What follows belongs to an exercise in optimizing a design on an open flow for small area, a short achievable clock period and few clock cycles; a production flow would make more cautious choices. At most, simulation tests tie the RTL to the original design; equivalence was not proved. The RTL of run 2 was laid out without a check of its function. No activity file was given, so power comes from the tool's default toggle rates.

`run.sh`:
```
#!/bin/bash
# synth_recipe.tcl (not shown) runs the flow's synth.tcl, then flattens the netlist and writes it again
# the make line also repeats each setting of config.mk as NAME=value (left out here)
make -C /OpenROAD-flow-scripts/flow DESIGN_CONFIG=/design/flow/config.mk WORK_HOME=/design/flow/orfs CLKGATE_MAP_FILE= SYNTH_SCRIPT=/design/flow/synth_recipe.tcl finish
```
`config.mk`:
```
export PLATFORM = sky130hd
export DESIGN_NAME = sprite_renderer
export DESIGN_NICKNAME = sprite_renderer
export VERILOG_FILES = /design/flow/design.v
export SDC_FILE = /design/flow/constraint.sdc
export NUM_CORES = 4
export LEC_CHECK = 0
export ABC_AREA = 1
export CAP_MARGIN = 20
export CORE_MARGIN = 2
export CORE_UTILIZATION = 40
export CTS_CLUSTER_DIAMETER = 80
export CTS_CLUSTER_SIZE = 24
export PLACE_DENSITY = 0.6
export SETUP_SLACK_MARGIN = 5
export SLEW_MARGIN = 20
```
`constraint.sdc`:
```
create_clock -name core_clock -period 8.0 [get_ports {clk}]
set_input_delay 1.6000 -clock core_clock [delete_from_list [all_inputs] [get_ports {clk}]]
set_output_delay 1.6000 -clock core_clock [all_outputs]
set_load 0.01 [all_outputs]
```
`design.v`:
```
module sprite_renderer (
    input  wire        clk,
    input  wire        rst,
    input  wire [15:0] cfg_tile_mult,
    input  wire [16:0] cfg_tile_len,     
    input  wire [1:0]  cfg_pal_cnt,      
    input  wire [15:0] cfg_nent0,        
    input  wire [15:0] cfg_nent1,        
    input  wire        cfg_debug,
    input  wire        pal_we,
    input  wire        pal_slot,
    input  wire [3:0]  pal_idx,
    input  wire [15:0] pal_wdata,
    input  wire        start,
    input  wire [15:0] attr0,
    input  wire [15:0] attr1,
    input  wire [15:0] attr2,
    output wire        ready,
    output reg         tile_req,
    output reg  [13:0] tile_addr,
    input  wire        tile_gnt,
    input  wire [31:0] tile_rdata,
    output reg         pix_valid,
    output reg  [5:0]  pix_x,
    output reg  [5:0]  pix_y,
    output wire [31:0] pix_rgba,
    output reg         done,
    output wire [6:0]  spr_w,
    output wire [6:0]  spr_h,
    output reg         ev_tile_oor,
    output reg         ev_pidx_oor,
    output reg         ev_pnum_oor
);
    function [2:0] c8lo;
        input [4:0] c;
        begin
            case (c)
                5'd0,  5'd1,  5'd2,  5'd3,  5'd4:           c8lo = 3'd0;
                5'd5,  5'd6,  5'd7,  5'd8:                  c8lo = 3'd1;
                5'd9,  5'd10, 5'd11, 5'd12, 5'd13:          c8lo = 3'd2;
                5'd14, 5'd15, 5'd16, 5'd17:                 c8lo = 3'd3;
                5'd18, 5'd19, 5'd20, 5'd21, 5'd22:          c8lo = 3'd4;
                5'd23, 5'd24, 5'd25, 5'd26:                 c8lo = 3'd5;
                5'd27, 5'd28, 5'd29, 5'd30:                 c8lo = 3'd6;
                default:                                    c8lo = 3'd7;
            endcase
        end
    endfunction
    function [3:0] w_oh;
        input [1:0] shape;
        input [1:0] size;
        begin
            case ({shape, size})
                4'b00_00: w_oh = 4'b0001;  4'b00_01: w_oh = 4'b0010;
                4'b00_10: w_oh = 4'b0100;  4'b00_11: w_oh = 4'b1000;
                4'b01_00: w_oh = 4'b0010;  4'b01_01: w_oh = 4'b0100;
                4'b01_10: w_oh = 4'b0100;  4'b01_11: w_oh = 4'b1000;
                4'b10_00: w_oh = 4'b0001;  4'b10_01: w_oh = 4'b0001;
                4'b10_10: w_oh = 4'b0010;  4'b10_11: w_oh = 4'b0100;
                default:  w_oh = 4'b0001;
            endcase
        end
    endfunction
    function [3:0] h_oh;
        input [1:0] shape;
        input [1:0] size;
        begin
            case ({shape, size})
                4'b00_00: h_oh = 4'b0001;  4'b00_01: h_oh = 4'b0010;
                4'b00_10: h_oh = 4'b0100;  4'b00_11: h_oh = 4'b1000;
                4'b01_00: h_oh = 4'b0001;  4'b01_01: h_oh = 4'b0001;
                4'b01_10: h_oh = 4'b0010;  4'b01_11: h_oh = 4'b0100;
                4'b10_00: h_oh = 4'b0010;  4'b10_01: h_oh = 4'b0100;
                4'b10_10: h_oh = 4'b0100;  4'b10_11: h_oh = 4'b1000;
                default:  h_oh = 4'b0001;
            endcase
        end
    endfunction
    reg [14:0] pal0 [0:15];
    reg [14:0] pal1 [0:15];
    always @(posedge clk) begin
        if (pal_we) begin
            if (pal_slot)
                pal1[pal_idx] <= pal_wdata[14:0];
            else
                pal0[pal_idx] <= pal_wdata[14:0];
        end
    end
    reg st_idle, st_mul, st_sub, st_lim, st_run;
    assign ready = st_idle;
    wire accept = st_idle & start;
    reg [3:0]  wsel, hsel;       
    reg        hf, vf;
    reg        slot;
    wire [1:0] a_shape   = attr0[15:14];
    wire [1:0] a_size    = attr1[15:14];
    wire [3:0] a_pnum    = attr2[15:12];
    wire       a_pnum_ok = ({2'b00, a_pnum} < {4'b0000, cfg_pal_cnt});
    assign spr_w = {wsel, 3'b000};
    assign spr_h = {hsel, 3'b000};
    always @(posedge clk) begin
        if (st_idle) begin
            wsel        <= w_oh(a_shape, a_size);
            hsel        <= h_oh(a_shape, a_size);
            hf          <= ~attr0[8] & attr1[12];
            vf          <= ~attr0[8] & attr1[13];
            slot        <= a_pnum_ok & a_pnum[0];
            ev_pnum_oor <= ~a_pnum_ok;
        end
    end
    reg [11:0] tcnt_r;
    reg        dbg_r;
    reg        nbig_r;
    reg [3:0]  nlo_r;
    always @(posedge clk) begin
        tcnt_r   <= cfg_tile_len[16:5];
        dbg_r    <= cfg_debug;
        nbig_r   <= slot ? |cfg_nent1[15:4] : |cfg_nent0[15:4];
        nlo_r    <= slot ? cfg_nent1[3:0] : cfg_nent0[3:0];
    end
    reg [15:0] ms;               
    reg [10:0] ts;               
    reg        tbig;             
    reg [10:0] acc;
    reg        ovf;
    wire [11:0] acc_sum  = {1'b0, acc} + {1'b0, ts};
    wire        mul_last = ~(|ms[15:1]);
    always @(posedge clk) begin
        if (st_idle) begin
            ms   <= cfg_tile_mult;
            ts   <= {1'b0, attr2[9:0]};
            tbig <= 1'b0;
        end else begin
            ms   <= {1'b0, ms[15:1]};
            ts   <= {ts[9:0], 1'b0};
            tbig <= tbig | ts[10];
        end
        if (st_idle) begin
            acc  <= 11'd0;
            ovf  <= 1'b0;
        end else if (ms[0]) begin
            acc <= acc_sum[10:0];
            ovf <= ovf | acc_sum[11] | tbig;
        end
    end
    wire [12:0] dif  = {1'b0, tcnt_r} - {1'b0, ovf, acc};
    reg  [6:0]  dsat;
    always @(posedge clk) begin
        if (st_sub)
            dsat <= dif[12] ? 7'd0 : ((|dif[11:7]) ? 7'd127 : dif[6:0]);
    end
    wire [1:0] wlog = {wsel[3] | wsel[2], wsel[3] | wsel[1]};
    wire [1:0] hlog = {hsel[3] | hsel[2], hsel[3] | hsel[1]};
    wire [2:0] clog = {1'b0, wlog} + {1'b0, hlog};
    reg  [6:0] hm;
    always @(posedge clk)
        hm <= 7'b1111111 << clog;
    wire [6:0] ncells  = hm & ~{hm[5:0], 1'b0};
    wire       dsat_lt = ~(|(dsat & hm));
    reg [31:0] w0, w1;
    reg [7:0]  m0, m1;
    reg        f0, f1;           
    reg        wp, rp;           
    reg        arr;              
    reg [7:0] in_draw, in_oor;
    reg [7:0] oor_r;
    integer k, j, i;
    always @(*) begin
        for (k = 0; k < 8; k = k + 1) begin
            in_draw[k] = ((|tile_rdata[4*k +: 4]) | dbg_r) &
                         (nbig_r | (tile_rdata[4*k +: 4] < nlo_r));
            in_oor[k]  = ((|tile_rdata[4*k +: 4]) | dbg_r) &
                         ~(nbig_r | (tile_rdata[4*k +: 4] < nlo_r));
        end
    end
    wire [31:0] aw = rp ? w1 : w0;
    wire [7:0]  am = rp ? m1 : m0;
    wire        af = rp ? f1 : f0;
    reg  [7:0] lower;                                    
    always @(*) begin
        lower[0] = 1'b0;
        for (j = 1; j < 8; j = j + 1)
            lower[j] = lower[j-1] | am[j-1];
    end
    wire [7:0] oh    = am & ~lower;
    wire [7:0] rem   = am & lower;
    wire       fin   = af & ~(|rem);
    wire       emit  = af & (|am);
    reg [3:0] sel_v;
    always @(*) begin
        sel_v = 4'd0;
        for (i = 0; i < 8; i = i + 1)
            sel_v = sel_v | ({4{oh[i]}} & aw[4*i +: 4]);
    end
    wire [2:0] sel_px = {oh[4] | oh[5] | oh[6] | oh[7],
                         oh[2] | oh[3] | oh[6] | oh[7],
                         oh[1] | oh[3] | oh[5] | oh[7]};
    reg [2:0] tx, ty, py;
    reg       fin_d;
    wire [2:0] twm1 = {wsel[3], wsel[3] | wsel[2], wsel[3] | wsel[2] | wsel[1]};
    reg [6:0] cells_left;
    wire      acc_gnt = tile_req & tile_gnt;
    wire f0_n = (f0 & ~(fin & ~rp)) | (arr & ~wp);
    wire f1_n = (f1 & ~(fin &  rp)) | (arr &  wp);
    wire occ0 = ~f0_n & ~f1_n;               
    wire occ1 = ~(f0_n & f1_n);              
    wire want_acc   = st_lim | (|cells_left[6:1]) |
                      (cells_left[0] & ~(&tile_addr[2:0]));
    wire want_noacc = st_lim ? (|dsat) : (|cells_left);
    always @(posedge clk) begin
        if (rst) begin
            st_idle  <= 1'b1;
            st_mul   <= 1'b0;
            st_sub   <= 1'b0;
            st_lim   <= 1'b0;
            st_run   <= 1'b0;
            tile_req <= 1'b0;
            f0 <= 1'b0; f1 <= 1'b0;
            wp <= 1'b0; rp <= 1'b0;
            arr      <= 1'b0;
            done     <= 1'b0;
        end else begin
            done <= 1'b0;
            arr  <= acc_gnt;
            if (accept) begin
                st_idle <= 1'b0;
                st_mul  <= 1'b1;
            end
            if (st_mul & mul_last) begin
                st_mul <= 1'b0;
                st_sub <= 1'b1;
            end
            if (st_sub) begin
                st_sub   <= 1'b0;
                st_lim   <= 1'b1;
                tile_req <= ~dif[12] & (|dif[11:0]);
            end
            if (st_lim) begin
                st_lim <= 1'b0;
                st_run <= 1'b1;
            end
            if (st_lim | st_run) begin
                if (acc_gnt)
                    tile_req <= want_acc & occ0;
                else
                    tile_req <= want_noacc & occ1;
            end
            if (st_run & ~(|cells_left) & ~arr & ~f0 & ~f1) begin
                st_run  <= 1'b0;
                st_idle <= 1'b1;
                done    <= 1'b1;
            end
            f0 <= f0_n;
            f1 <= f1_n;
            if (arr) wp <= ~wp;
            if (fin) rp <= ~rp;
        end
    end
    always @(posedge clk) begin
        if (st_sub)
            tile_addr <= {acc, 3'b000};
        else if (acc_gnt)
            tile_addr <= tile_addr + 14'd1;
        if (st_lim)
            cells_left <= dsat_lt ? dsat : ncells;
        else if (acc_gnt & (&tile_addr[2:0]))
            cells_left <= cells_left - 7'd1;
        if (st_idle)
            ev_tile_oor <= 1'b0;
        else if (st_lim)
            ev_tile_oor <= dsat_lt;
        oor_r <= arr ? in_oor : 8'd0;
        if (st_idle)
            ev_pidx_oor <= 1'b0;
        else if (|oor_r)
            ev_pidx_oor <= 1'b1;
        if (arr & ~wp) begin
            w0 <= tile_rdata;
            m0 <= in_draw;
        end else if (af & ~rp) begin
            m0 <= rem;
        end
        if (arr & wp) begin
            w1 <= tile_rdata;
            m1 <= in_draw;
        end else if (af & rp) begin
            m1 <= rem;
        end
        if (st_idle) begin
            tx <= 3'd0; ty <= 3'd0; py <= 3'd0;
        end else if (fin_d) begin
            py <= py + 3'd1;
            if (&py) begin
                if (tx == twm1) begin
                    tx <= 3'd0;
                    ty <= ty + 3'd1;
                end else begin
                    tx <= tx + 3'd1;
                end
            end
        end
    end
    reg        p1v;
    reg [3:0]  p1n;
    reg [2:0]  p1x;
    reg [23:0] rgb;
    assign pix_rgba = {8'hFF, rgb};
    wire [5:0] xm = {6{hf}} & {wsel[3], wsel[3] | wsel[2], wsel[3] | wsel[2] | wsel[1], 3'b111};
    wire [5:0] ym = {6{vf}} & {hsel[3], hsel[3] | hsel[2], hsel[3] | hsel[2] | hsel[1], 3'b111};
    wire [14:0] pe = slot ? pal1[p1n] : pal0[p1n];
    always @(posedge clk) begin
        if (rst) begin
            p1v       <= 1'b0;
            pix_valid <= 1'b0;
            fin_d     <= 1'b0;
        end else begin
            p1v       <= emit;
            fin_d     <= fin;
            pix_valid <= p1v;
        end
        p1n   <= sel_v;
        p1x   <= sel_px;
        pix_x <= {tx, p1x} ^ xm;
        pix_y <= {ty, py} ^ ym;
        rgb   <= {pe[14:10], c8lo(pe[14:10]),
                  pe[9:5],   c8lo(pe[9:5]),
                  pe[4:0],   c8lo(pe[4:0])};
    end
endmodule
```
==> metrics.json, run 1 <==
{
  "drc_errors": {"value": 0},
  "via_count": {"value": 21600},
  "outcome": {"value": "finished clean"},
  "cts-htree-levels": {"value": 2},
  "ys_ff_latch": {"value": 742},
  "placement.io_buffers": {"value": 205},
  "route.antenna.remaining_nets": {"value": 0},
  "switching_share": {"value": 22.9, "unit": "%"},
  "ios": {"value": 253},
  "cts_buffers": {"value": 39},
  "finalNetCount": {"value": 3202},
  "yosys_most_used_dff": {"value": "sky130_fd_sc_hd__edfxtp_1"},
  "timing.setup.tns": {"value": 0, "unit": "ns"},
  "postSynthAreaPerCell": {"value": 11.1, "unit": "um2"},
  "critPathCaptureType": {"value": "primary output"},
  "grt_max_degree": {"value": 159},
  "clk_root_buf": {"value": "sky130_fd_sc_hd__clkbuf_16"},
  "vias_in_the_first_global_route": {"value": 20800},
  "power.sequential.fraction": {"value": 61.3, "unit": "%"},
  "power_switching": {"value": 1.60, "unit": "mW"},
  "dieHeight": {"value": 283, "unit": "um"},
  "dp.final_hpwl": {"value": 49600, "unit": "um"},
  "worst_path_dominant_cell_family": {"value": "flip-flops"},
  "start_util": {"value": 40.3, "unit": "%"},
  "synth_async_sr_flop_share": {"value": 0, "unit": "%"},
  "clkTransAtPathRegs": {"value": 0.09, "unit": "ns"},
  "worst-setup-path-type": {"value": "reg2out"},
  "hold_path.class": {"value": "reg2reg"},
  "drt-total-wl": {"value": 82200, "unit": "um"},
  "synth_cells": {"value": 2791},
  "placed_area": {"value": 34100, "unit": "um2"},
  "area_growth_syn_to_fin": {"value": 14.4, "unit": "%"},
  "post_route_cells_drive_above_1_share": {"value": 6.02, "unit": "%"},
  "cp.required": {"value": 6.40, "unit": "ns"},
  "hold_path.startpoint": {"value": "p1v$_SDFF_PP0_"},
  "power_leakage": {"value": 13.0, "unit": "nW"},
  "internal_power": {"value": 5.39, "unit": "mW"},
  "worst_setup_path_start_kind": {"value": "register"},
  "synthesis.yosys.warnings": {"value": 1},
  "cts_tree": {"value": "yes"},
  "setup_repair_after_global_routing_missed_its_margin": {"value": "yes"},
  "final.fill_count": {"value": 6954},
  "worst_path_largest_cell_delay": {"value": 0.42, "unit": "ns"},
  "initial_detailed_routing_violation_count": {"value": 2019},
  "routabilityCongestion": {"value": 0.874},
  "grt_first_pass_wirelength": {"value": 121000, "unit": "um"},
  "cp_num_buf_inv": {"value": 1},
  "synth_cell_types": {"value": 60},
  "synth-edff-count": {"value": 597},
  "worst_slack": {"value": 5.06, "unit": "ns"},
  "timing.critical_path.arrival": {"value": 1.34, "unit": "ns"},
  "post_drt_via_cell_ratio": {"value": 5.37},
  "global_route.usage.total": {"value": 20.0, "unit": "%"},
  "yosys.area.top_type_share": {"value": 57.7, "unit": "%"},
  "min_period": {"value": 2.94, "unit": "ns"},
  "wire_per_inst": {"value": 20.4, "unit": "um"},
  "synth.cell_area": {"value": 31100, "unit": "um2"},
  "timing.hold.worst_endpoint": {"value": "pix_valid$_SDFF_PP0_"},
  "min_path_cells": {"value": 2},
  "slew_violations": {"value": 0},
  "max_root_sink_buffers": {"value": 3},
  "timing.max_slew.rel_slack": {"value": 29.7, "unit": "%"},
  "grt_overflow": {"value": 0},
  "design.core.area": {"value": 77200, "unit": "um2"},
  "post-place-ws": {"value": 4.21, "unit": "ns"},
  "worst_case_clock_skew": {"value": 0.0565, "unit": "ns"},
  "crit_slowest_cell": {"value": "sky130_fd_sc_hd__edfxtp_1"},
  "post-route-cell-area": {"value": 35600, "unit": "um2"},
  "firstDrtPassIters": {"value": 7},
  "comb_power_share": {"value": 6.8, "unit": "%"},
  "regToRegSetupSlack": {"value": 5.09, "unit": "ns"},
  "rows": {"value": 102},
  "timing.final.hold_violations": {"value": 0},
  "irDropWorstVdd": {"value": 146, "unit": "uV"},
  "timing_worst_slew_pin_value": {"value": 1.05, "unit": "ns"},
  "cp_max_fo": {"value": 3},
  "holdBufCountCts": {"value": 0},
  "register_area": {"value": 20800, "unit": "um2"},
  "depth_of_the_worst_register_to_register_path": {"value": 14},
  "die_x": {"value": 283, "unit": "um"},
  "ys_seq_area_share": {"value": 67.0, "unit": "%"},
  "post_synth_main_area_contributors": {"value": "sky130_fd_sc_hd__edfxtp_1 58%, sky130_fd_sc_hd__dfxtp_1 9.3%, sky130_fd_sc_hd__o21ai_0 5.3%"},
  "dieArea": {"value": 80000, "unit": "um2"},
  "tritoncts_num_sinks": {"value": 742},
  "power.clock.fraction": {"value": 31.9, "unit": "%"},
  "netlist.top_cell.by_area": {"value": "sky130_fd_sc_hd__edfxtp_1"},
  "drv_cap": {"value": 0},
  "worstReg2RegEnd": {"value": "rgb[16]$_DFF_P_"},
  "area_taken_by_multi_input_logic_gates": {"value": 8860, "unit": "um2"},
  "grt_antenna_before_repair": {"value": 3},
  "max_freq": {"value": 341, "unit": "MHz"},
  "cp_cell_sequence": {"value": "dlygate4sd2_1"},
  "setup-violations-final": {"value": 0},
  "postLayoutCoreUtil": {"value": 46.1, "unit": "%"},
  "worstSkewPairLatency": {"value": 0.63, "unit": "ns"},
  "final.period_utilization": {"value": 36.7, "unit": "%"},
  "pwr_density_cell": {"value": 196, "unit": "nW/um2"}
}
worst min-delay path: cells and delay by family (launching register included):
| family | cells | cell delay [ns] |
|---|---|---|
| buffers and inverters | 1 | 0.04 |
| AND/OR/NAND/NOR | 1 | 0.03 |
| flip-flops | 1 | 0.31 |
layout by cell type, fill, tap and decap left out, drive strengths merged, types with 29 or more instances in the layout:
master / n
a21oi: 90
buf: 75
clkbuf: 51
clkdlybuf4s50: 127
dfxtp: 145
dlygate4sd2: 60
edfxtp: 597
ha: 59
inv: 205
nand2: 409
nand3: 109
nor2: 383
nor3: 29
o21ai: 357
o221ai: 93
metrics by stage:
stage          hold slack (ns)  power (mW)  std cells
2_1_floorplan            0.388        4.61       2803
3_3_place_gp             0.416        4.85       3947
3_5_place_dp             0.415        4.86       3947
4_1_cts                  0.428        7.04       4023
5_1_grt                  0.436        7.24       4030
6_report                 0.422        6.99       4030
Yosys cell counts, drive strengths merged (2+ instances only):
library cell	number
edfxtp	597
nand2	409
nor2	383
o21ai	357
inv	203
dfxtp	145
nand3	109
o221ai	93
a21oi	90
clkbuf	76
buf	70
ha	59
nor3	29
o22ai	26
xor2	22
nand4	17
o211ai	17
nor4	11
or2	9
xnor2	9
and2	8
o21a	8
a31oi	7
a211o	3
clkinv	3
fa	3
a2111o	2
a21boi	2
a221oi	2
conb	2
mux2i	2
nor3b	2
o21bai	2
o32ai	2
registers in the layout, indices dropped and copies added, names as in the netlist, 11 cells and up, named ones only:
name / cells
ms: 16
tile_addr: 14
acc: 11
tcnt_r: 12
ts: 11
pal0: 240
w0: 32
rgb: 24
pal1: 240
w1: 32
metal layers:
layer  vias to the layer above  share of wire (%)  global-route usage [%]
li1                      10200                  -                       -
met1                     10500                 42                    26.4
met5                         -             0.0097                       0
met4                         2                2.5                    5.60
met3                       116                7.0                    2.90
met2                       782                 49                    34.2
power groups by stage:
stage,logic [mW],registers [mW],clock network [mW]
after floorplan,0.246,4.37,0
after global routing,0.533,4.29,2.42
final,0.477,4.28,2.22
after CTS,0.481,4.29,2.28
after global placement,0.473,4.37,0
after detailed placement,0.488,4.38,0
how the worst max path moves through the flow:
stage / from / endpoint / slack [ns] / depth (start not counted)
finish: tile_addr[10]$_DFFE_PP_ / tile_addr[10] / 5.06 / 1
global route: register / rgb[16]$_DFF_P_ / 4.93 / 14
CTS: hsel[3]$_DFFE_PP_ / spr_h[6] / 5.00 / 1
detailed placement: register / rgb[8]$_DFF_P_ / 4.21 / 12
global placement: pal_idx[1] / pal1[14][11]$_DFFE_PP_ / 4.29 / 5
floorplan: pal_slot / pal0[0][0]$_DFFE_PP_ / 4.96 / 4
final cells by class:
cell class	count	area share (%)
well taps	1040	3.66
flip-flops and latches	742	58.6
clock buffers	49	2.91
clock inverters	15	0.471
repair buffers	268	7.09
inverters	206	2.33
multi-input cells	1709	24.9
diodes	1	0.00704
kinds of logic after synthesis:
family	share of synthesized area, %
xor gates and xnor gates	0.873
buffers and inverters	4.78
other	0.0242
AOI/OAI and AO/OA	11.8
adders and majority gates	2.57
and+or+nand+nor	12.9
muxes	0.101
DFF	67.0
what timing repair did:
action,in CTS,in global routing
resized for setup,92,22
setup buffers,12,5
endpoints found under the setup margin,124,30
gates cloned,0,1
Testbench counts, summed over its fixed seeds: cycles 102,538.
==> run 2, diff against run 1 <==
--- a/design.v
+++ b/design.v
@@ -307,7 +307,15 @@
     assign pix_rgba = {8'hFF, rgb};
     wire [5:0] xm = {6{hf}} & {wsel[3], wsel[3] | wsel[2], wsel[3] | wsel[2] | wsel[1], 3'b111};
     wire [5:0] ym = {6{vf}} & {hsel[3], hsel[3] | hsel[2], hsel[3] | hsel[2] | hsel[1], 3'b111};
-    wire [14:0] pe = slot ? pal1[p1n] : pal0[p1n];
+    reg [14:0] pe;
+    integer q;
+    always @(*) begin
+        pe = 15'd0;
+        for (q = 0; q < 16; q = q + 1) begin
+            pe = pe | ({15{ slot & (p1n == q)}} & pal1[q])
+                    | ({15{~slot & (p1n == q)}} & pal0[q]);
+        end
+    end
     always @(posedge clk) begin
         if (rst) begin
             p1v       <= 1'b0;
==> flow/run.sh (new file) <==
#!/bin/bash
# The standard layout (standard.sh: standard synthesis, floorplan, place,
# CTS, route), with two extra ORFS settings: the port buffers are buf_2 cells
# and repair_timing aims for a larger setup slack. Output goes to
# standard_flow.log in this folder (ORFS's own step logs are under orfs/logs).
set -euo pipefail
bash standard.sh \
  "BUFFER_PORTS_ARGS=-buffer_cell sky130_fd_sc_hd__buf_2" \
  SETUP_SLACK_MARGIN=5.3 \
  finish > standard_flow.log 2>&1
==> standard.sh (new file) <==
#!/bin/bash
# synth_recipe.tcl (not shown) runs the flow's synth.tcl, then flattens the netlist and writes it again
# the make line also repeats each setting of config.mk as NAME=value (left out here)
make -C /OpenROAD-flow-scripts/flow DESIGN_CONFIG=/design/flow/config.mk WORK_HOME=/design/flow/orfs CLKGATE_MAP_FILE= SYNTH_SCRIPT=/design/flow/synth_recipe.tcl "${@:-finish}"
--- a/config.mk
+++ b/config.mk
@@ -12,5 +12,4 @@
 export CTS_CLUSTER_DIAMETER = 80
 export CTS_CLUSTER_SIZE = 24
 export PLACE_DENSITY = 0.6
-export SETUP_SLACK_MARGIN = 5
 export SLEW_MARGIN = 20
removed: run.sh
==> metrics.json, run 2 <==
{
  "busiest_layer": {"value": "met2"},
  "tritoncts_num_sinks": {"value": 742, "change": "unchanged"},
  "mostFrequentLayoutCell": {"value": "sky130_fd_sc_hd__nand2_1"},
  "switching_share": {"value": 23.1, "unit": "%", "change": "+0.25 points"},
  "cts-htree-levels": {"value": 2, "change": "unchanged"},
  "clkTransAtPathRegs": {"value": 0.09, "unit": "ns", "change": "about the same"},
  "grt.met1_usage": {"value": 30.5, "unit": "%", "change": "+4.1 points"},
  "via_count": {"value": 21600, "change": "-0.13%"},
  "worst_path_largest_cell_delay": {"value": 0.82, "unit": "ns", "change": "+0.40 ns"},
  "worst_path_dominant_cell_family": {"value": "simple AND/OR/NAND/NOR gates"},
  "grt_overflow": {"value": 0, "change": "unchanged"},
  "drv_cap": {"value": 0, "change": "unchanged"},
  "registers_with_the_most_flip_flops": {"value": "pal0 (240), pal1 (240)"},
  "irDropWorstVdd": {"value": 133, "unit": "uV", "change": "-8.9%"},
  "critPathCaptureType": {"value": "register"},
  "post-place-cells": {"value": 3950, "change": "+0.076%"},
  "outcome": {"value": "finished clean"},
  "crit_slowest_cell": {"value": "sky130_fd_sc_hd__nor2_2"},
  "synth-edff-count": {"value": 597, "change": "unchanged"},
  "global_route.usage.total": {"value": 22.5, "unit": "%", "change": "+2.5 points"},
  "cts_buffers": {"value": 40, "change": "+2.6%"},
  "post_drt_via_cell_ratio": {"value": 5.26, "change": "-2.0%"},
  "grt_antenna_before_repair": {"value": 1, "change": "-2"},
  "worst_setup_path_start_kind": {"value": "input pin"},
  "synth_async_sr_flop_share": {"value": 0, "unit": "%", "change": "unchanged"},
  "grt_max_degree": {"value": 53, "change": "-67%"},
  "area_growth_syn_to_fin": {"value": 16.3, "unit": "%"},
  "post-place-ws": {"value": 4.35, "unit": "ns", "change": "+0.136 ns"},
  "netlist.top_cell.by_area": {"value": "sky130_fd_sc_hd__edfxtp_1"},
  "drt-total-wl": {"value": 91700, "unit": "um", "change": "+12%"},
  "internal_power": {"value": 5.43, "unit": "mW", "change": "+0.83%"},
  "max_freq": {"value": 342, "unit": "MHz", "change": "+0.34%"},
  "route.antenna.remaining_nets": {"value": 0, "change": "unchanged"},
  "timing.setup.tns": {"value": 0, "unit": "ns", "change": "unchanged"},
  "worstSkewPairLatency": {"value": 0.61, "unit": "ns", "change": "-0.02 ns"},
  "power.total": {"value": 7.07, "unit": "mW", "change": "+1.2%"},
  "initial_detailed_routing_violation_count": {"value": 2246, "change": "+11%"},
  "timing.critical_path.arrival": {"value": 3.24, "unit": "ns", "change": "+1.90 ns"},
  "drc_errors": {"value": 0, "change": "unchanged"},
  "placed_area": {"value": 33200, "unit": "um2", "change": "-2.8%"},
  "placement.io_buffers": {"value": 205, "change": "unchanged"},
  "dieArea": {"value": 79300, "unit": "um2", "change": "-0.87%"},
  "ys_seq_area_share": {"value": 67.6, "unit": "%", "change": "+0.60 points"},
  "power.clock.fraction": {"value": 32.2, "unit": "%", "change": "+0.3 points"},
  "num_antenna_cells": {"value": 0, "change": "-1"},
  "synth_cells": {"value": 2725, "change": "-2.4%"},
  "holdBufCountCts": {"value": 0, "change": "unchanged"},
  "min_period": {"value": 2.93, "unit": "ns", "change": "-0.0100 ns"},
  "timing_worst_slew_pin_value": {"value": 0.933, "unit": "ns", "change": "-0.118 ns"},
  "wire_per_inst": {"value": 22.3, "unit": "um", "change": "+9.5%"},
  "finalHoldWorstSlack": {"value": 0.428, "unit": "ns", "change": "+0.00675 ns"},
  "area_taken_by_multi_input_logic_gates": {"value": 8850, "unit": "um2", "change": "about the same"},
  "synthesis.yosys.warnings": {"value": 1, "change": "unchanged"},
  "slew_violations": {"value": 0, "change": "unchanged"},
  "dp.final_hpwl": {"value": 57800, "unit": "um", "change": "+16%"},
  "final.period_utilization": {"value": 36.6, "unit": "%", "change": "-0.13 points"},
  "global_route.usage.met2": {"value": 37.6, "unit": "%", "change": "+3.4 points"},
  "comb_power_share": {"value": 7.2, "unit": "%", "change": "+0.4 points"},
  "design.core.area": {"value": 76100, "unit": "um2", "change": "-1.5%"},
  "yosys.area.top_type_share": {"value": 58.2, "unit": "%", "change": "+0.51 points"},
  "postSynthAreaPerCell": {"value": 11.3, "unit": "um2", "change": "+1.5%"},
  "post_synth_main_area_contributors": {"value": "sky130_fd_sc_hd__edfxtp_1 58%, sky130_fd_sc_hd__dfxtp_1 9.4%, sky130_fd_sc_hd__nand2_1 8.6%"},
  "hold_path.class": {"value": "reg2reg"},
  "synth_cell_types": {"value": 61, "change": "+1.7%"},
  "power_switching": {"value": 1.63, "unit": "mW", "change": "+2.3%"},
  "worst-setup-path-type": {"value": "in2reg"},
  "worst_case_clock_skew": {"value": 0.0235, "unit": "ns", "change": "-0.0330 ns"},
  "most-common-layout-cells": {"value": "700 x sky130_fd_sc_hd__nand2_1, 597 x sky130_fd_sc_hd__edfxtp_1, 269 x sky130_fd_sc_hd__inv_1, 191 x sky130_fd_sc_hd__buf_2, 180 x sky130_fd_sc_hd__nor2_1"},
  "cts_tree": {"value": "yes"},
  "synth_commonest_cells": {"value": "707 x sky130_fd_sc_hd__nand2_1, 597 x sky130_fd_sc_hd__edfxtp_1, 277 x sky130_fd_sc_hd__inv_1"},
  "cp_num_buf_inv": {"value": 3, "change": "+2"},
  "synth.most_common_cell": {"value": "sky130_fd_sc_hd__nand2_1"},
  "finalNetCount": {"value": 3287, "change": "+2.7%"},
  "clk_root_buf": {"value": "sky130_fd_sc_hd__clkbuf_16"},
  "yosys_most_used_dff": {"value": "sky130_fd_sc_hd__edfxtp_1"},
  "die_x": {"value": 282, "unit": "um", "change": "-0.44%"},
  "start_util": {"value": 40.5, "unit": "%", "change": "+0.24 points"},
  "dieHeight": {"value": 282, "unit": "um", "change": "-0.44%"},
  "timing.final.hold_violations": {"value": 0, "change": "unchanged"},
  "ios": {"value": 253, "change": "unchanged"},
  "vias_in_the_first_global_route": {"value": 20600, "change": "-1.3%"},
  "power.sequential.fraction": {"value": 60.6, "unit": "%", "change": "-0.7 points"},
  "firstDrtPassIters": {"value": 8, "change": "+1"},
  "post_route_cells_drive_above_1_share": {"value": 18.3, "unit": "%", "change": "+12 points"},
  "setup-violations-final": {"value": 0, "change": "unchanged"},
  "ys_ff_latch": {"value": 742, "change": "unchanged"},
  "setup_repair_after_global_routing_missed_its_margin": {"value": "yes"},
  "post-route-cell-area": {"value": 35900, "unit": "um2", "change": "+0.82%"},
  "final.fill_count": {"value": 6917, "change": "-0.53%"},
  "power_leakage": {"value": 14.1, "unit": "nW", "change": "+8.8%"},
  "rows": {"value": 101, "change": "-0.98%"},
  "max_root_sink_buffers": {"value": 3, "change": "unchanged"},
  "cp_max_fo": {"value": 16, "change": "+13"},
  "cp.required": {"value": 8.31, "unit": "ns", "change": "+1.91 ns"},
  "grt_first_pass_wirelength": {"value": 130000, "unit": "um", "change": "+7.5%"},
  "postLayoutCoreUtil": {"value": 47.1, "unit": "%", "change": "+1.1 points"},
  "register_area": {"value": 20900, "unit": "um2", "change": "about the same"},
  "worst_slack": {"value": 5.07, "unit": "ns", "change": "+0.0100 ns"},
  "timing.max_slew.rel_slack": {"value": 36.8, "unit": "%", "change": "+7.1 points"},
  "pwr_density_cell": {"value": 197, "unit": "nW/um2", "change": "+0.33%"},
  "routabilityCongestion": {"value": 0.852, "change": "-2.6%"},
  "cp_cell_sequence": {"value": "buf_2 -> inv_1 -> nand2_1 -> nor2_2 -> buf_4"},
  "synth.cell_area": {"value": 30800, "unit": "um2", "change": "-0.88%"},
  "stdcell_count": {"value": 4105, "change": "+1.9%"},
  "globalRouteMet3Util": {"value": 3.82, "unit": "%", "change": "+0.92 points"}
}
## run 2: cell type report
type / instances / share of cell area (%)
inverters: 296 / 3.24
clock buffers: 53 / 2.99
clock inverters: 13 / 0.415
flip-flops and latches: 742 / 58.2
multi-input cells: 1622 / 24.7
well taps: 1030 / 3.59
repair buffers: 349 / 6.89
## run 2: power groups by stage
stage / Sequential, mW / Clock [mW] / Combinational (mW)
after global routing: 4.29 / 2.44 / 0.564
after global placement: 4.37 / 0 / 0.438
final: 4.28 / 2.28 / 0.507
after detailed placement: 4.37 / 0 / 0.453
after CTS: 4.28 / 2.31 / 0.483
after floorplan: 4.37 / 0 / 0.257
## run 2: cells by family after synthesis
group / Yosys count / share of synthesized area (%)
AO/OA/AOI/OAI: 344 / 7.27
XOR/XNOR: 33 / 0.938
adder cells (fa/ha/maj): 62 / 2.59
buffers and inverters: 373 / 5.06
flip-flops: 742 / 67.6
multiplexers: 9 / 0.304
other: 2 / 0.0244
AND/OR/NAND/NOR: 1160 / 16.2
## run 2: per-layer routing
layer / wire [um] / up-vias / share of wire [%]
met3: 7800 / 133 / 8.5
li1: - / 10000 / -
met4: 2350 / 2 / 2.6
met2: 44000 / 883 / 48
met1: 37500 / 10600 / 41
met5: 12 / - / 0.013
## run 2: repair_timing
action / 4_1_cts / 5_1_grt
cloned: 2 / 3
pin swaps: 6 / 14
endpoints found under the setup margin: 141 / 157
buffers inserted: 45 / 39
resized for setup: 90 / 66
## run 2: final timing paths
check	from	to	slack, ns	cells past startpoint
worst max-delay path	pal_slot	pal0[14][8]$_DFFE_PP_	5.07	5
worst min-delay path	p1x[0]$_DFF_P_	pix_x[0]$_DFF_P_	0.43	1
worst max register to register	slot$_DFFE_PP_	rgb[8]$_DFF_P_	5.35	13
worst min register to register	p1x[0]$_DFF_P_	pix_x[0]$_DFF_P_	0.43	1
==> run 3, diff against run 2 <==
--- a/design.v
+++ b/design.v
@@ -76,17 +76,39 @@
             endcase
         end
     endfunction
+    function [6:0] n_cells;
+        input [1:0] shape;
+        input [1:0] size;
+        begin
+            case ({shape, size})
+                4'b00_00: n_cells = 7'd1;   4'b00_01: n_cells = 7'd4;
+                4'b00_10: n_cells = 7'd16;  4'b00_11: n_cells = 7'd64;
+                4'b01_00: n_cells = 7'd2;   4'b01_01: n_cells = 7'd4;
+                4'b01_10: n_cells = 7'd8;   4'b01_11: n_cells = 7'd32;
+                4'b10_00: n_cells = 7'd2;   4'b10_01: n_cells = 7'd4;
+                4'b10_10: n_cells = 7'd8;   4'b10_11: n_cells = 7'd32;
+                default:  n_cells = 7'd1;
+            endcase
+        end
+    endfunction
     reg [14:0] pal0 [0:15];
     reg [14:0] pal1 [0:15];
-    always @(posedge clk) begin
-        if (pal_we) begin
-            if (pal_slot)
-                pal1[pal_idx] <= pal_wdata[14:0];
+    reg        pw_we, pw_slot;
+    reg [3:0]  pw_idx;
+    reg [14:0] pw_data;
+    always @(posedge clk) begin
+        pw_we   <= pal_we;
+        pw_slot <= pal_slot;
+        pw_idx  <= pal_idx;
+        pw_data <= pal_wdata[14:0];
+        if (pw_we) begin
+            if (pw_slot)
+                pal1[pw_idx] <= pw_data;
             else
-                pal0[pal_idx] <= pal_wdata[14:0];
+                pal0[pw_idx] <= pw_data;
         end
     end
-    reg st_idle, st_mul, st_sub, st_lim, st_run;
+    reg st_idle, st_mul, st_chk, st_run;
     assign ready = st_idle;
     wire accept = st_idle & start;
     reg [3:0]  wsel, hsel;       
@@ -108,12 +130,10 @@
             ev_pnum_oor <= ~a_pnum_ok;
         end
     end
-    reg [11:0] tcnt_r;
     reg        dbg_r;
     reg        nbig_r;
     reg [3:0]  nlo_r;
     always @(posedge clk) begin
-        tcnt_r   <= cfg_tile_len[16:5];
         dbg_r    <= cfg_debug;
         nbig_r   <= slot ? |cfg_nent1[15:4] : |cfg_nent0[15:4];
         nlo_r    <= slot ? cfg_nent1[3:0] : cfg_nent0[3:0];
@@ -143,27 +163,18 @@
             ovf <= ovf | acc_sum[11] | tbig;
         end
     end
-    wire [12:0] dif  = {1'b0, tcnt_r} - {1'b0, ovf, acc};
-    reg  [6:0]  dsat;
-    always @(posedge clk) begin
-        if (st_sub)
-            dsat <= dif[12] ? 7'd0 : ((|dif[11:7]) ? 7'd127 : dif[6:0]);
-    end
-    wire [1:0] wlog = {wsel[3] | wsel[2], wsel[3] | wsel[1]};
-    wire [1:0] hlog = {hsel[3] | hsel[2], hsel[3] | hsel[1]};
-    wire [2:0] clog = {1'b0, wlog} + {1'b0, hlog};
-    reg  [6:0] hm;
+    wire [11:0] tcnt     = cfg_tile_len[16:5];
+    wire        fit0     = ({ovf, acc} < tcnt);
+    reg         fitnext;     
     always @(posedge clk)
-        hm <= 7'b1111111 << clog;
-    wire [6:0] ncells  = hm & ~{hm[5:0], 1'b0};
-    wire       dsat_lt = ~(|(dsat & hm));
+        fitnext <= (({1'b0, tile_addr[13:3]} + 12'd1) < tcnt);
     reg [31:0] w0, w1;
     reg [7:0]  m0, m1;
     reg        f0, f1;           
     reg        wp, rp;           
     reg        arr;              
     reg [7:0] in_draw, in_oor;
-    reg [7:0] oor_r;
+    reg [1:0] oor_r;
     integer k, j, i;
     always @(*) begin
         for (k = 0; k < 8; k = k + 1) begin
@@ -198,23 +209,24 @@
     reg [2:0] tx, ty, py;
     reg       fin_d;
     wire [2:0] twm1 = {wsel[3], wsel[3] | wsel[2], wsel[3] | wsel[2] | wsel[1]};
-    reg [6:0] cells_left;
+    reg [6:0] cells_left;        
+    reg       fetching;          
     wire      acc_gnt = tile_req & tile_gnt;
+    wire      cell_end  = &tile_addr[2:0];
+    wire      last_cell = (cells_left == 7'd1);
+    wire      last_word = cell_end & (last_cell | ~fitnext);
     wire f0_n = (f0 & ~(fin & ~rp)) | (arr & ~wp);
     wire f1_n = (f1 & ~(fin &  rp)) | (arr &  wp);
     wire occ0 = ~f0_n & ~f1_n;               
     wire occ1 = ~(f0_n & f1_n);              
-    wire want_acc   = st_lim | (|cells_left[6:1]) |
-                      (cells_left[0] & ~(&tile_addr[2:0]));
-    wire want_noacc = st_lim ? (|dsat) : (|cells_left);
     always @(posedge clk) begin
         if (rst) begin
             st_idle  <= 1'b1;
             st_mul   <= 1'b0;
-            st_sub   <= 1'b0;
-            st_lim   <= 1'b0;
+            st_chk   <= 1'b0;
             st_run   <= 1'b0;
             tile_req <= 1'b0;
+            fetching <= 1'b0;
             f0 <= 1'b0; f1 <= 1'b0;
             wp <= 1'b0; rp <= 1'b0;
             arr      <= 1'b0;
@@ -228,24 +240,24 @@
             end
             if (st_mul & mul_last) begin
                 st_mul <= 1'b0;
-                st_sub <= 1'b1;
+                st_chk <= 1'b1;
             end
-            if (st_sub) begin
-                st_sub   <= 1'b0;
-                st_lim   <= 1'b1;
-                tile_req <= ~dif[12] & (|dif[11:0]);
-            end
-            if (st_lim) begin
-                st_lim <= 1'b0;
-                st_run <= 1'b1;
-            end
-            if (st_lim | st_run) begin
-                if (acc_gnt)
-                    tile_req <= want_acc & occ0;
-                else
-                    tile_req <= want_noacc & occ1;
+            if (st_chk) begin
+                st_chk   <= 1'b0;
+                st_run   <= 1'b1;
+                tile_req <= fit0;
+                fetching <= fit0;
+            end
+            if (st_run) begin
+                if (acc_gnt) begin
+                    tile_req <= ~last_word & occ0;
+                    if (last_word)
+                        fetching <= 1'b0;
+                end else begin
+                    tile_req <= fetching & occ1;
+                end
             end
-            if (st_run & ~(|cells_left) & ~arr & ~f0 & ~f1) begin
+            if (st_run & ~fetching & ~arr & ~f0 & ~f1) begin
                 st_run  <= 1'b0;
                 st_idle <= 1'b1;
                 done    <= 1'b1;
@@ -257,19 +269,21 @@
         end
     end
     always @(posedge clk) begin
-        if (st_sub)
+        if (st_chk)
             tile_addr <= {acc, 3'b000};
         else if (acc_gnt)
             tile_addr <= tile_addr + 14'd1;
-        if (st_lim)
-            cells_left <= dsat_lt ? dsat : ncells;
-        else if (acc_gnt & (&tile_addr[2:0]))
+        if (st_idle)
+            cells_left <= n_cells(a_shape, a_size);
+        else if (acc_gnt & cell_end)
             cells_left <= cells_left - 7'd1;
         if (st_idle)
             ev_tile_oor <= 1'b0;
-        else if (st_lim)
-            ev_tile_oor <= dsat_lt;
-        oor_r <= arr ? in_oor : 8'd0;
+        else if (st_chk & ~fit0)
+            ev_tile_oor <= 1'b1;
+        else if (acc_gnt & cell_end & ~last_cell & ~fitnext)
+            ev_tile_oor <= 1'b1;
+        oor_r <= arr ? {|in_oor[7:4], |in_oor[3:0]} : 2'd0;
         if (st_idle)
             ev_pidx_oor <= 1'b0;
         else if (|oor_r)
@@ -307,15 +321,7 @@
     assign pix_rgba = {8'hFF, rgb};
     wire [5:0] xm = {6{hf}} & {wsel[3], wsel[3] | wsel[2], wsel[3] | wsel[2] | wsel[1], 3'b111};
     wire [5:0] ym = {6{vf}} & {hsel[3], hsel[3] | hsel[2], hsel[3] | hsel[2] | hsel[1], 3'b111};
-    reg [14:0] pe;
-    integer q;
-    always @(*) begin
-        pe = 15'd0;
-        for (q = 0; q < 16; q = q + 1) begin
-            pe = pe | ({15{ slot & (p1n == q)}} & pal1[q])
-                    | ({15{~slot & (p1n == q)}} & pal0[q]);
-        end
-    end
+    wire [14:0] pe = slot ? pal1[p1n] : pal0[p1n];
     always @(posedge clk) begin
         if (rst) begin
             p1v       <= 1'b0;
==> run.sh (new file) <==
#!/bin/bash
# synth_recipe.tcl (not shown) runs the flow's synth.tcl, then flattens the netlist and writes it again
# the make line also repeats each setting of config.mk as NAME=value (left out here)
make -C /OpenROAD-flow-scripts/flow DESIGN_CONFIG=/design/flow/config.mk WORK_HOME=/design/flow/orfs CLKGATE_MAP_FILE= SYNTH_SCRIPT=/design/flow/synth_recipe.tcl finish
--- a/config.mk
+++ b/config.mk
@@ -12,4 +12,5 @@
 export CTS_CLUSTER_DIAMETER = 80
 export CTS_CLUSTER_SIZE = 24
 export PLACE_DENSITY = 0.6
+export SETUP_SLACK_MARGIN = 5
 export SLEW_MARGIN = 20
removed: flow/run.sh
removed: standard.sh
==> metrics.json, run 3 <==
{
  "global_route.usage.total": {"value": 20.1, "unit": "%", "change": "-2.4 points"},
  "tritoncts_num_sinks": {"value": 732, "change": "-1.3%"},
  "yosys.area.top_type_share": {"value": 58.0, "unit": "%", "change": "-0.16 points"},
  "timing.setup.tns": {"value": 0, "unit": "ns", "change": "unchanged"},
  "cp_num_buf_inv": {"value": 1, "change": "-2"},
  "mostFrequentLayoutCell": {"value": "sky130_fd_sc_hd__edfxtp_1"},
  "start_util": {"value": 40.3, "unit": "%", "change": "-0.23 points"},
  "crit_slowest_cell": {"value": "sky130_fd_sc_hd__edfxtp_1"},
  "synth_commonest_cells": {"value": "590 x sky130_fd_sc_hd__edfxtp_1, 382 x sky130_fd_sc_hd__nand2_1, 372 x sky130_fd_sc_hd__nor2_1"},
  "grt_overflow": {"value": 0, "change": "unchanged"},
  "post-place-cells": {"value": 3798, "change": "-3.8%"},
  "wire_per_inst": {"value": 20.9, "unit": "um", "change": "-6.5%"},
  "postSynthAreaPerCell": {"value": 11.3, "unit": "um2", "change": "-0.14%"},
  "synth-edff-count": {"value": 590, "change": "-1.2%"},
  "stdcell_count": {"value": 3897, "change": "-5.1%"},
  "grt_first_pass_wirelength": {"value": 122000, "unit": "um", "change": "-6.5%"},
  "timing.final.hold_violations": {"value": 0, "change": "unchanged"},
  "placement.io_buffers": {"value": 205, "change": "unchanged"},
  "timing_worst_slew_pin_value": {"value": 1.08, "unit": "ns", "change": "+0.150 ns"},
  "drv_cap": {"value": 0, "change": "unchanged"},
  "power_leakage": {"value": 12.9, "unit": "nW", "change": "-8.8%"},
  "pwr_density_cell": {"value": 201, "unit": "nW/um2", "change": "+1.9%"},
  "grt_max_degree": {"value": 100, "change": "+89%"},
  "ios": {"value": 253, "change": "unchanged"},
  "rows": {"value": 101, "change": "unchanged"},
  "synth_cells": {"value": 2704, "change": "-0.77%"},
  "cp_cell_sequence": {"value": "clkdlybuf4s15_1"},
  "die_x": {"value": 280, "unit": "um", "change": "-0.45%"},
  "cts_buffers": {"value": 42, "change": "+5.0%"},
  "cts-htree-levels": {"value": 2, "change": "unchanged"},
  "postLayoutCoreUtil": {"value": 46.6, "unit": "%", "change": "-0.55 points"},
  "initial_detailed_routing_violation_count": {"value": 1951, "change": "-13%"},
  "post_synth_main_area_contributors": {"value": "sky130_fd_sc_hd__edfxtp_1 58%, sky130_fd_sc_hd__dfxtp_1 9.3%, sky130_fd_sc_hd__o21ai_0 5.4%"},
  "clkTransAtPathRegs": {"value": 0.09, "unit": "ns", "change": "about the same"},
  "synth_cell_types": {"value": 52, "change": "-15%"},
  "min_period": {"value": 2.95, "unit": "ns", "change": "+0.0221 ns"},
  "slew_violations": {"value": 0, "change": "unchanged"},
  "max_freq": {"value": 339, "unit": "MHz", "change": "-0.75%"},
  "hold_path.class": {"value": "reg2reg"},
  "dp.final_hpwl": {"value": 49600, "unit": "um", "change": "-14%"},
  "synth_async_sr_flop_share": {"value": 0, "unit": "%", "change": "unchanged"},
  "worst_path_dominant_cell_family": {"value": "flip-flops"},
  "design.core.area": {"value": 75800, "unit": "um2", "change": "-0.33%"},
  "cts_tree": {"value": "yes"},
  "cp.required": {"value": 6.40, "unit": "ns", "change": "-1.91 ns"},
  "netlist.top_cell.by_area": {"value": "sky130_fd_sc_hd__edfxtp_1"},
  "dieHeight": {"value": 280, "unit": "um", "change": "-0.45%"},
  "route.antenna.remaining_nets": {"value": 0, "change": "unchanged"},
  "area_growth_syn_to_fin": {"value": 15.6, "unit": "%"},
  "worst-setup-path-type": {"value": "reg2out"},
  "ys_seq_area_share": {"value": 67.3, "unit": "%", "change": "-0.27 points"},
  "synthesis.yosys.warnings": {"value": 1, "change": "unchanged"},
  "yosys_most_used_dff": {"value": "sky130_fd_sc_hd__edfxtp_1"},
  "post_drt_via_cell_ratio": {"value": 5.41, "change": "+2.8%"},
  "worst_path_largest_cell_delay": {"value": 0.47, "unit": "ns", "change": "-0.35 ns"},
  "post_route_cells_drive_above_1_share": {"value": 6.47, "unit": "%", "change": "-12 points"},
  "cp_max_fo": {"value": 3, "change": "-13"},
  "drt-total-wl": {"value": 81400, "unit": "um", "change": "-11%"},
  "critPathCaptureType": {"value": "primary output"},
  "timing.critical_path.arrival": {"value": 1.35, "unit": "ns", "change": "-1.89 ns"},
  "worst_case_clock_skew": {"value": 0.0249, "unit": "ns", "change": "+0.00145 ns"},
  "setup-violations-final": {"value": 0, "change": "unchanged"},
  "synth.most_common_cell": {"value": "sky130_fd_sc_hd__edfxtp_1"},
  "final.period_utilization": {"value": 36.9, "unit": "%", "change": "+0.28 points"},
  "via_count": {"value": 21100, "change": "-2.4%"},
  "irDropWorstVdd": {"value": 137, "unit": "uV", "change": "+2.7%"},
  "dieArea": {"value": 78600, "unit": "um2", "change": "-0.89%"},
  "worst_setup_path_start_kind": {"value": "register"},
  "most-common-layout-cells": {"value": "590 x sky130_fd_sc_hd__edfxtp_1, 382 x sky130_fd_sc_hd__nand2_1, 368 x sky130_fd_sc_hd__nor2_1, 330 x sky130_fd_sc_hd__o21ai_0, 178 x sky130_fd_sc_hd__inv_1"},
  "grt_antenna_before_repair": {"value": 1, "change": "unchanged"},
  "post-route-cell-area": {"value": 35300, "unit": "um2", "change": "-1.5%"},
  "ys_ff_latch": {"value": 732, "change": "-1.3%"},
  "synth.cell_area": {"value": 30500, "unit": "um2", "change": "-0.91%"},
  "num_antenna_cells": {"value": 0, "change": "unchanged"},
  "vias_in_the_first_global_route": {"value": 20700, "change": "+0.83%"},
  "max_root_sink_buffers": {"value": 3, "change": "unchanged"},
  "holdBufCountCts": {"value": 0, "change": "unchanged"},
  "clk_root_buf": {"value": "sky130_fd_sc_hd__clkbuf_16"},
  "final.fill_count": {"value": 6734, "change": "-2.6%"},
  "worstSkewPairLatency": {"value": 0.61, "unit": "ns", "change": "about the same"},
  "setup_repair_after_global_routing_missed_its_margin": {"value": "yes"},
  "finalNetCount": {"value": 3130, "change": "-4.8%"},
  "placed_area": {"value": 33600, "unit": "um2", "change": "+1.1%"},
  "routabilityCongestion": {"value": 0.893, "change": "+4.9%"},
  "registers_with_the_most_flip_flops": {"value": "pal0 (240), pal1 (240)"},
  "timing.max_slew.rel_slack": {"value": 27.7, "unit": "%", "change": "-9.1 points"},
  "outcome": {"value": "finished clean"},
  "firstDrtPassIters": {"value": 7, "change": "-1"},
  "drc_errors": {"value": 0, "change": "unchanged"}
}
-- run 3: cell types whose count changed after synthesis, sizes merged, moves of 20 or more --
cell    delta
nand4     -31
a211oi    -22
a22o      -43
inv      -107
clkbuf    +56
o221ai    +91
nor3      -29
o22ai     +20
nand2    -331
o21ai    +253
nor2     +155
-- run 3: tightest hold or removal path, delay by kind of cell (launching register included) --
family | cells | cell delay (ns)
buf+inv | 1 | 0.05
flops | 1 | 0.31
simple gates | 1 | 0.04
-- run 3: worst paths after layout --
| kind | to | cells past startpoint | startpoint | slack [ns] |
|---|---|---|---|---|
| worst max-delay path | tile_addr[12] | 1 | tile_addr[12]$_DFFE_PP_ | 5.05 |
| worst min-delay path | pix_valid$_SDFF_PP0_ | 2 | p1v$_SDFF_PP0_ | 0.42 |
| worst max register to register | rgb[0]$_DFF_P_ | 11 | register | 5.05 |
| worst min register to register | pix_valid$_SDFF_PP0_ | 2 | p1v$_SDFF_PP0_ | 0.42 |
-- run 3: through the flow --
stage                     hold slack, ns  total power [mW]  worst slack (ns)
final                              0.416              7.09              5.05
after global routing               0.441              7.35              4.89
after CTS                          0.420              7.16              4.96
after detailed placement           0.413              4.75              4.31
after global placement             0.405              4.73              4.25
after floorplan                    0.388              4.53              5.09
-- run 3: power by group --
| group | switching, mW | total (mW) | internal, mW | leakage [nW] |
|---|---|---|---|---|
| Clock | 1.31 | 2.44 | 1.13 | 0.691 |
| Sequential | 0.0737 | 4.26 | 4.19 | 6.53 |
| Combinational | 0.221 | 0.391 | 0.170 | 5.65 |
-- run 3: repair_timing --
item,CTS,global route
buffers inserted,15,4
hold endpoints to repair,0,0
gates cloned,1,1
pin swaps,0,5
setup endpoints to repair,90,21
gates resized for setup,83,27
-- run 3: area by class of cell --
type / count / area, um2 / share of cell area, %
clock buffer: 63 / 1220 / 3.47
clock inverter: 15 / 204 / 0.577
inverter: 187 / 727 / 2.06
multi-input combinational: 1649 / 8710 / 24.7
sequential: 732 / 20600 / 58.3
tap: 978 / 1220 / 3.46
timing repair buffer: 273 / 2640 / 7.49
-- run 3: routing by layer --
layer	vias to the layer above	GRT usage (%)	routed length, um
li1	9940	-	-
met1	10300	25.9	34100
met2	736	35.5	39900
met3	114	3.12	5380
met4	0	4.94	1930
met5	-	0	0
-- run 3: logic make-up (layout without fill, tap and decap cells) --
logic type	count (synthesis)	count (layout)	share of synthesized area (%)
AOI/OAI and AO/OA	615	615	11.9
xor gates and xnor gates	28	28	0.803
adders and majority gates	71	71	2.93
buffers and inverters	335	538	4.57
DFF	732	732	67.3
muxes	13	13	0.442
other	2	14	0.0246
and+or+nand+nor	908	908	12.0
Testbench counts of run 3, summed over its fixed seeds: cycles 102,538.
==> run 4, diff against run 3 <==
==> flow/run.sh (new file) <==
#!/bin/bash
# The standard layout (standard.sh: standard synthesis, floorplan, place,
# CTS, route), with two extra ORFS settings: the port buffers are buf_2 cells
# and repair_timing aims for a larger setup slack. Output goes to
# standard_flow.log in this folder (ORFS's own step logs are under orfs/logs).
set -euo pipefail
bash standard.sh \
  "BUFFER_PORTS_ARGS=-buffer_cell sky130_fd_sc_hd__buf_2" \
  SETUP_SLACK_MARGIN=5.3 \
  finish > standard_flow.log 2>&1
==> standard.sh (new file) <==
#!/bin/bash
# synth_recipe.tcl (not shown) runs the flow's synth.tcl, then flattens the netlist and writes it again
# the make line also repeats each setting of config.mk as NAME=value (left out here)
make -C /OpenROAD-flow-scripts/flow DESIGN_CONFIG=/design/flow/config.mk WORK_HOME=/design/flow/orfs CLKGATE_MAP_FILE= SYNTH_SCRIPT=/design/flow/synth_recipe.tcl "${@:-finish}"
--- a/config.mk
+++ b/config.mk
@@ -8,9 +8,8 @@
 export ABC_AREA = 1
 export CAP_MARGIN = 20
 export CORE_MARGIN = 2
-export CORE_UTILIZATION = 40
+export CORE_UTILIZATION = 55
 export CTS_CLUSTER_DIAMETER = 80
 export CTS_CLUSTER_SIZE = 24
-export PLACE_DENSITY = 0.6
-export SETUP_SLACK_MARGIN = 5
+export PLACE_DENSITY = 0.7
 export SLEW_MARGIN = 20
removed: run.sh
==> metrics.json, run 4 <==
{
  "outcome": {"value": "finished clean"},
  "global_route.usage.total": {"value": 26.2, "unit": "%", "change": "+6.1 points"},
  "cts_buffers": {"value": 38, "change": "-9.5%"},
  "depth_of_the_worst_register_to_register_path": {"value": 13, "change": "+2"},
  "grt.met1_usage": {"value": 35.4, "unit": "%", "change": "+9.5 points"},
  "grt_max_degree": {"value": 129, "change": "+29%"},
  "post-route-cell-area": {"value": 34300, "unit": "um2", "change": "-2.8%"},
  "worstReg2RegEnd": {"value": "rgb[1]$_DFF_P_"},
  "hold_path.startpoint": {"value": "p1x[0]$_DFF_P_"},
  "worst_path_dominant_cell_family": {"value": "flip-flops"},
  "rows": {"value": 86, "change": "-15%"},
  "power.total": {"value": 6.77, "unit": "mW", "change": "-4.5%"},
  "synth_commonest_cells": {"value": "590 x sky130_fd_sc_hd__edfxtp_1, 382 x sky130_fd_sc_hd__nand2_1, 372 x sky130_fd_sc_hd__nor2_1"},
  "clk_root_buf": {"value": "sky130_fd_sc_hd__clkbuf_16"},
  "synth-edff-count": {"value": 590, "change": "unchanged"},
  "drv_cap": {"value": 0, "change": "unchanged"},
  "worstSkewPairLatency": {"value": 0.62, "unit": "ns", "change": "about the same"},
  "min_period": {"value": 2.80, "unit": "ns", "change": "-0.149 ns"},
  "post-place-ws": {"value": 3.69, "unit": "ns", "change": "-0.616 ns"},
  "final.period_utilization": {"value": 35.0, "unit": "%", "change": "-1.9 points"},
  "register_area": {"value": 20600, "unit": "um2", "change": "about the same"},
  "route.antenna.remaining_nets": {"value": 0, "change": "unchanged"},
  "synth.cell_area": {"value": 30500, "unit": "um2", "change": "unchanged"},
  "synth_cell_types": {"value": 52, "change": "unchanged"},
  "initial_detailed_routing_violation_count": {"value": 2300, "change": "+18%"},
  "globalRouteMet3Util": {"value": 3.91, "unit": "%", "change": "+0.78 points"},
  "registers_with_the_most_flip_flops": {"value": "pal0 (240), pal1 (240)"},
  "min_path_cells": {"value": 1, "change": "-1"},
  "timing_worst_slew_pin_value": {"value": 1.14, "unit": "ns", "change": "+0.0590 ns"},
  "busiest_layer": {"value": "met2"},
  "netlist.top_cell.by_area": {"value": "sky130_fd_sc_hd__edfxtp_1"},
  "cts-htree-levels": {"value": 2, "change": "unchanged"},
  "cts_tree": {"value": "yes"},
  "setup-violations-final": {"value": 0, "change": "unchanged"},
  "ys_seq_area_share": {"value": 67.3, "unit": "%", "change": "unchanged"},
  "most-common-layout-cells": {"value": "590 x sky130_fd_sc_hd__edfxtp_1, 380 x sky130_fd_sc_hd__nand2_1, 369 x sky130_fd_sc_hd__nor2_1, 320 x sky130_fd_sc_hd__o21ai_0, 196 x sky130_fd_sc_hd__buf_2"},
  "synthesis.yosys.warnings": {"value": 1, "change": "unchanged"},
  "max_root_sink_buffers": {"value": 3, "change": "unchanged"},
  "yosys.area.top_type_share": {"value": 58.0, "unit": "%", "change": "unchanged"},
  "synth_async_sr_flop_share": {"value": 0, "unit": "%", "change": "unchanged"},
  "dp.final_hpwl": {"value": 45000, "unit": "um", "change": "-9.2%"},
  "cp_num_buf_inv": {"value": 1, "change": "unchanged"},
  "power_leakage": {"value": 12.9, "unit": "nW", "change": "about the same"},
  "hold_path.class": {"value": "reg2reg"},
  "drt-total-wl": {"value": 78600, "unit": "um", "change": "-3.4%"},
  "design.core.area": {"value": 55000, "unit": "um2", "change": "-27%"},
  "dieArea": {"value": 57400, "unit": "um2", "change": "-27%"},
  "max_freq": {"value": 357, "unit": "MHz", "change": "+5.3%"},
  "tritoncts_num_sinks": {"value": 732, "change": "unchanged"},
  "firstDrtPassIters": {"value": 5, "change": "-2"},
  "mostFrequentLayoutCell": {"value": "sky130_fd_sc_hd__edfxtp_1"},
  "setup_repair_after_global_routing_missed_its_margin": {"value": "yes"},
  "pwr_density_cell": {"value": 197, "unit": "nW/um2", "change": "-1.8%"},
  "dieHeight": {"value": 240, "unit": "um", "change": "-15%"},
  "wire_per_inst": {"value": 21.3, "unit": "um", "change": "+2.2%"},
  "synth_cells": {"value": 2704, "change": "unchanged"},
  "ys_ff_latch": {"value": 732, "change": "unchanged"},
  "post_route_cells_drive_above_1_share": {"value": 14.1, "unit": "%", "change": "+7.6 points"},
  "timing.max_slew.rel_slack": {"value": 23.7, "unit": "%", "change": "-3.9 points"},
  "placement.io_buffers": {"value": 205, "change": "unchanged"},
  "die_x": {"value": 240, "unit": "um", "change": "-15%"},
  "timing.final.hold_violations": {"value": 0, "change": "unchanged"},
  "global_route.usage.met2": {"value": 43.9, "unit": "%", "change": "+8.4 points"},
  "start_util": {"value": 55.5, "unit": "%", "change": "+15 points"},
  "via_count": {"value": 21400, "change": "+1.5%"},
  "worst_path_largest_cell_delay": {"value": 0.44, "unit": "ns", "change": "-0.03 ns"},
  "critical_path.startpoint": {"value": "tile_addr[11]$_DFFE_PP_"},
  "worst_case_clock_skew": {"value": 0.0352, "unit": "ns", "change": "+0.0103 ns"},
  "finalNetCount": {"value": 3150, "change": "+0.64%"},
  "cp_max_fo": {"value": 2, "change": "-1"},
  "regToRegSetupSlack": {"value": 5.44, "unit": "ns", "change": "+0.39 ns"},
  "timing.hold.worst_endpoint": {"value": "pix_x[0]$_DFF_P_"},
  "irDropWorstVdd": {"value": 172, "unit": "uV", "change": "+26%"},
  "ios": {"value": 253, "change": "unchanged"},
  "timing.setup.tns": {"value": 0, "unit": "ns", "change": "unchanged"},
  "final.fill_count": {"value": 4220, "change": "-37%"},
  "crit_slowest_cell": {"value": "sky130_fd_sc_hd__edfxtp_1"},
  "grt_first_pass_wirelength": {"value": 115000, "unit": "um", "change": "-5.7%"},
  "synth.most_common_cell": {"value": "sky130_fd_sc_hd__edfxtp_1"},
  "post_drt_via_cell_ratio": {"value": 5.80, "change": "+7.3%"},
  "timing.critical_path.arrival": {"value": 1.20, "unit": "ns", "change": "-0.15 ns"},
  "worst_setup_path_start_kind": {"value": "register"},
  "placed_area": {"value": 32300, "unit": "um2", "change": "-3.8%"},
  "holdBufCountCts": {"value": 0, "change": "unchanged"},
  "routabilityCongestion": {"value": 0.907, "change": "+1.6%"},
  "vias_in_the_first_global_route": {"value": 20100, "change": "-3.1%"},
  "drc_errors": {"value": 0, "change": "unchanged"},
  "cp.required": {"value": 6.40, "unit": "ns", "change": "about the same"},
  "post_synth_main_area_contributors": {"value": "sky130_fd_sc_hd__edfxtp_1 58%, sky130_fd_sc_hd__dfxtp_1 9.3%, sky130_fd_sc_hd__o21ai_0 5.4%"},
  "area_taken_by_multi_input_logic_gates": {"value": 8760, "unit": "um2", "change": "+0.55%"},
  "grt_overflow": {"value": 0, "change": "unchanged"},
  "postSynthAreaPerCell": {"value": 11.3, "unit": "um2", "change": "unchanged"},
  "slew_violations": {"value": 0, "change": "unchanged"},
  "critPathCaptureType": {"value": "primary output"},
  "area_growth_syn_to_fin": {"value": 12.5, "unit": "%"},
  "yosys_most_used_dff": {"value": "sky130_fd_sc_hd__edfxtp_1"},
  "worst-setup-path-type": {"value": "reg2out"},
  "clkTransAtPathRegs": {"value": 0.09, "unit": "ns", "change": "about the same"},
  "grt_antenna_before_repair": {"value": 2, "change": "+1"},
  "cp_cell_sequence": {"value": "buf_2"},
  "worst_slack": {"value": 5.20, "unit": "ns", "change": "+0.149 ns"}
}
## run 4: what timing repair did
| item | in CTS | in global routing |
|---|---|---|
| gates cloned | 2 | 8 |
| resized for setup | 49 | 45 |
| buffers inserted | 24 | 11 |
| pin swaps | 0 | 2 |
| setup endpoints to repair | 61 | 42 |
## run 4: kinds of logic after synthesis
group | count (synthesis) | synth area share, %
compound gates | 615 | 11.9
flops | 732 | 67.3
xor+xnor | 28 | 0.803
fa+ha+maj | 71 | 2.93
simple gates | 908 | 12.0
buf+inv | 335 | 4.57
other cells | 2 | 0.0246
mux | 13 | 0.442
## run 4: metal layers
layer / routed length [um] / up-vias
li1: - / 9976
met1: 32000 / 10400
met2: 38200 / 920
met3: 6210 / 130
met4: 2160 / 0
met5: 0 / -
## run 4: worst max path at each step
| stage | end | slack [ns] | depth (start not counted) |
|---|---|---|---|
| after global routing | tile_addr[11] | 5.17 | 1 |
| after CTS | tile_addr[11] | 5.17 | 1 |
| final | tile_addr[11] | 5.20 | 1 |
| after detailed placement | rgb[1]$_DFF_P_ | 3.69 | 13 |
| after floorplan | tile_req$_SDFFE_PP0P_ | 5.20 | 12 |
| after global placement | rgb[1]$_DFF_P_ | 3.82 | 13 |
## run 4: report_power, final
group | switching [mW] | internal (mW) | leakage, nW
Clock | 1.22 | 0.938 | 0.563
Sequential | 0.0730 | 4.19 | 6.53
Combinational | 0.216 | 0.133 | 5.79
Total | 1.51 | 5.26 | 12.9
## run 4: layout make-up
type                            instances  share of cell area, %
Timing Repair Buffer                  295                   6.16
Clock buffer                           57                   3.04
Inverter                              187                   2.23
Sequential cell                       732                   59.9
Timing Repair inverter                  2                 0.0656
Tap cell                              748                   2.73
Antenna cell                            3                 0.0219
Multi-Input combinational cell       1649                   25.5
Clock inverter                         13                  0.321
## run 4: metrics by stage
| stage | util, % | hold slack (ns) | std cells |
|---|---|---|---|
| after floorplan | - | 0.388 | 2716 |
| final | 62.5 | 0.422 | 3686 |
| after global placement | 58.7 | 0.398 | 3568 |
| after detailed placement | 58.7 | 0.400 | 3568 |
| after global routing | 62.4 | 0.442 | 3683 |
| after CTS | 61.7 | 0.421 | 3664 |

[static timing again, ports no longer ideal]
In the flow no input, the clock included, has a driving cell. The finished layouts below were timed again as built, in two steps. Step 1 sets driving cells, clkbuf_16 on the clock port and buf_2 on the other inputs (assumed; they add their load-dependent delay and slew). Step 2 times the ports against the registers' clock, not the clock port: input delays grow and output delays shrink by t, the midpoint of the rising clock arrivals with the driver on. a / b / c = ideal ports / drivers / drivers and shift; a / b = the first two.
run	shift t [ns]	setup WS [ns]	worst setup path after step 2	clock arrival spread, ns	cell pins on the clock port's net
run 1	0.659	5.064 / 5.006 / 4.493	input to register	0.062 / 0.063	1
run 2	0.662	5.074 / 5.121 / 4.459	input to register	0.026 / 0.026	1
run 3	0.661	5.052 / 4.989 / 4.466	input to register	0.026 / 0.026	1
run 4	0.653	5.201 / 5.146 / 4.761	input to register	0.038 / 0.037	1
After both steps every run listed still meets setup and hold. The setup slack of run 2, which loses most, moves by +0.047 ns with the drivers and by -0.615 ns with both steps.
